From an optimization exercise on the open Yosys and OpenROAD flow, aimed at small area, a short achievable clock period and few clock cycles per item; shortcuts taken in it are not production practice. RTL that was checked went through simulation tests only; none was proved equivalent to the original. Power and IR drop assume default switching activity.

== before ==
==> flow/design.v (excerpt) <==
module modbus_engine #(
    parameter N_COIL    = 64,
    parameter N_DI      = 32,
    parameter N_HR      = 32,
    parameter N_IR      = 16,
    parameter BASE_COIL = 16'h0010,
    parameter BASE_DI   = 16'h0200,
    parameter BASE_HR   = 16'h0100,
    parameter BASE_IR   = 16'h0300,
    parameter EXC_ADDR  = 8'h02
) (
    input  wire               clk,
    input  wire               rst,
    input  wire               rx_valid,
    input  wire [7:0]         rx_data,
    output wire               rx_ready,
    output wire               tx_valid,
    output wire [7:0]         tx_data,
    output wire               tx_last,
    input  wire               tx_ready,
    input  wire [N_DI-1:0]    di_in,
    input  wire [16*N_IR-1:0] ir_in
);
Size: ~310 I/O pins, ~0.046 mm^2 of cells after synthesis.
Settings: LEC_CHECK=0, CAP_MARGIN=60, CORE_MARGIN=2, CORE_UTILIZATION=50, CTS_CLUSTER_DIAMETER=70, CTS_CLUSTER_SIZE=30, PLACE_DENSITY=0.6, SLEW_MARGIN=60; clock period 12.0 ns.
standard.sh (not shown) runs the stock make flow with config.mk's settings and CLKGATE_MAP_FILE= SYNTH_SCRIPT=/design/flow/synth_recipe.tcl, a recipe that flattens the netlist after the stock synthesis.
==> flow/flow/run.sh <==
#!/bin/bash
# The standard layout; only the port buffer cell is chosen here (buf_2
# instead of the buffer ORFS picks by default). Every tool's output goes to
# standard.log in this folder.
export BUFFER_PORTS_ARGS="-buffer_cell sky130_fd_sc_hd__buf_2"
bash standard.sh > standard.log 2>&1
The inputs of after differ from those of before as listed below.
-- flow/design.v --
<<< before, line 23
);
    integer i, b;
    function le16;
        input [15:0] x, y;
        integer k;
        reg lt, eq;
        begin
            lt = 1'b0;
            eq = 1'b1;
            for (k = 15; k >= 0; k = k - 1) begin
                lt = lt | (eq & ~x[k] & y[k]);
                eq = eq & ~(x[k] ^ y[k]);
            end
            le16 = lt | eq;
        end
    endfunction
    reg         rdy_q;       
    reg         fld_q;       
>>> after, line 23
);
    integer i, b;
    reg         rdy_q;       
    reg         fld_q;       
<<< before, line 87
    reg  [7:0]  bb_q;        
    reg         v0, v1, l0, l1;
    reg         e0;          
    reg  [7:0]  d0, d1;
    wire [7:0]  fc  = f7;
>>> after, line 73
    reg  [7:0]  bb_q;        
    reg         v0, v1, l0, l1;
    reg  [7:0]  d0, d1;
    wire [7:0]  fc  = f7;
<<< before, line 112
        ai_q  <= A[15:4] == 12'h030;
        wah_q <= WA[15:5] == 11'h008;
        wqr_q <= (WQ[15:6] == 10'd0) && le16({10'd0, WQ[5:0]}, {10'd0, lw_q});
        wq0_q <= WQ == 16'd0;
        wqb_q <= WQ > 16'd121;
>>> after, line 97
        ai_q  <= A[15:4] == 12'h030;
        wah_q <= WA[15:5] == 11'h008;
        wqr_q <= (WQ[15:6] == 10'd0) && (WQ[5:0] <= lw_q);
        wq0_q <= WQ == 16'd0;
        wqb_q <= WQ > 16'd121;
<<< before, line 124
        if (fire && pos == 5'd11) begin
            q0_r   <= Qn == 16'd0;
            qa_r   <= !le16(Qn, 16'd2000);
            qb_r   <= !le16(Qn, 16'd125);
            qc_r   <= !le16(Qn, 16'd1984);
            qd_r   <= !le16(Qn, 16'd123);
            qff_r  <= Qn == 16'hFF00;
            rgc_r  <= (Qn[15:7] == 9'd0)  && le16({9'd0, Qn[6:0]}, {9'd0, lc_q});
            rg32_r <= (Qn[15:6] == 10'd0) && le16({10'd0, Qn[5:0]}, {10'd0, l32_q});
            rgi_r  <= (Qn[15:5] == 11'd0) && le16({11'd0, Qn[4:0]}, {11'd0, li_q});
        end
    wire q0       = q0_r;
    wire [5:0] wr_end = {1'b0, WA[4:0]} + WQ[5:0];        
    wire rem_lt12 = (rem[15:8] == 8'd0) && !le16({8'd0, f12}, {8'd0, rem[7:0]});
    wire rem_lt16 = (rem[15:8] == 8'd0) && !le16({8'd0, f16}, {8'd0, rem[7:0]});
    wire rng_coil = ac_q && rgc_r;
    wire rng_di   = ad_q && rg32_r;
>>> after, line 109
        if (fire && pos == 5'd11) begin
            q0_r   <= Qn == 16'd0;
            qa_r   <= Qn > 16'd2000;
            qb_r   <= Qn > 16'd125;
            qc_r   <= Qn > 16'd1984;
            qd_r   <= Qn > 16'd123;
            qff_r  <= Qn == 16'hFF00;
            rgc_r  <= (Qn[15:7] == 9'd0)  && (Qn[6:0] <= lc_q);
            rg32_r <= (Qn[15:6] == 10'd0) && (Qn[5:0] <= l32_q);
            rgi_r  <= (Qn[15:5] == 11'd0) && (Qn[4:0] <= li_q);
        end
    wire q0       = q0_r;
    wire [5:0] wr_end = {1'b0, WA[4:0]} + WQ[5:0];        
    wire rem_lt12 = (rem[15:8] == 8'd0) && (rem[7:0] < f12);
    wire rem_lt16 = (rem[15:8] == 8'd0) && (rem[7:0] < f16);
    wire rng_coil = ac_q && rgc_r;
    wire rng_di   = ad_q && rg32_r;
<<< before, line 204
    wire       tact_n   = tx_start | (tx_act & !(gen_adv && t_last));
    wire [6:0] pz0      = {2'b00, pos};
    wire       o_le_p   = le16({9'd0, o}, {9'd0, pz0});
    wire       o_eq_p1  = o == pz0 + 7'd1;
    wire       ole0     = tx_start || (gen_adv ? !le16({9'd0, pz0}, {9'd0, o}) : o_le_p);
    wire       ole1     = tx_start || (last_r ? (!gen_adv && o == 7'd0) :
                                       gen_adv ? o_le_p : (o_le_p || o_eq_p1));
>>> after, line 189
    wire       tact_n   = tx_start | (tx_act & !(gen_adv && t_last));
    wire [6:0] pz0      = {2'b00, pos};
    wire       o_le_p   = o <= pz0;
    wire       o_eq_p1  = o == pz0 + 7'd1;
    wire       ole0     = tx_start || (gen_adv ? (o < pz0) : o_le_p);
    wire       ole1     = tx_start || (last_r ? (!gen_adv && o == 7'd0) :
                                       gen_adv ? o_le_p : (o_le_p || o_eq_p1));
<<< before, line 399
        endcase
    end
    wire pop = !e0 && tx_ready;
    always @(posedge clk) begin
        rw_q <= (tx_pin && !rmw_q) ? ir_in[16*ra[3:0] +: 16] : hr_rd;
>>> after, line 384
        endcase
    end
    wire pop = v0 && tx_ready;
    always @(posedge clk) begin
        rw_q <= (tx_pin && !rmw_q) ? ir_in[16*ra[3:0] +: 16] : hr_rd;
<<< before, line 459
                l0 <= t_last;
            end
        end else if (e0) begin
            d0 <= tbyte;
            l0 <= t_last;
        end
        if (gen_adv && !e0 && !pop) begin
            d1 <= tbyte;
            l1 <= t_last;
>>> after, line 444
                l0 <= t_last;
            end
        end else if (!v0) begin
            d0 <= tbyte;
            l0 <= t_last;
        end
        if (gen_adv && v0 && !pop) begin
            d1 <= tbyte;
            l1 <= t_last;
<<< before, line 470
            tx_act <= 1'b0;
            v0     <= 1'b0;
            e0     <= 1'b1;
            v1     <= 1'b0;
        end else begin
>>> after, line 455
            tx_act <= 1'b0;
            v0     <= 1'b0;
            v1     <= 1'b0;
        end else begin
<<< before, line 477
            else if (gen_adv && t_last)
                tx_act <= 1'b0;
            if (pop) begin
                v0 <= v1 || gen_adv;
                e0 <= !(v1 || gen_adv);
            end else if (e0) begin
                v0 <= gen_adv;
                e0 <= !gen_adv;
            end
            if (pop)
                v1 <= 1'b0;
            else if (gen_adv && !e0)
                v1 <= 1'b1;
        end
>>> after, line 461
            else if (gen_adv && t_last)
                tx_act <= 1'b0;
            if (pop)
                v0 <= v1 || gen_adv;
            else if (!v0)
                v0 <= gen_adv;
            if (pop)
                v1 <= 1'b0;
            else if (gen_adv && v0)
                v1 <= 1'b1;
        end
- Going from before to after, die area stayed essentially flat, setup slack climbed 0.15 ns, net switching fraction of the power higher.
- Per the comparison of after with before, number of cells on the critical path climbed 1; setup TNS after final layout barely changed.
Testbench counts of after, summed over its fixed seeds: cycles 64,209, items 3,200.
No functional check of the RTL was part of before.

[re-timing with driven ports]
No port has a modelled driver above. Below, the same layouts with a new extraction and two added sets of constraints. Step 1, drivers: a clkbuf_16 drives clk and a buf_2 each remaining input, both assumed. Step 2 times the ports against the registers' clock, not the clock port: input delays grow and output delays shrink by t, the midpoint of the rising clock arrivals with the driver on. a / b / c = ideal ports / drivers / drivers and shift; a / b = the first two.
run | t (ns) | setup WS [ns] | slew at the worst register clock pin (ns) | worst slew at a driven data input, ns
before | 0.751 | 8.168 / 8.210 / 7.459 | 0.11 / 0.11 | 0.17
after | 0.738 | 8.319 / 8.312 / 7.622 | 0.11 / 0.11 | 0.19
After both steps every run listed still meets setup and hold. For before, which loses most, drivers alone change the setup slack by +0.042 ns; drivers and shift together by -0.709 ns.
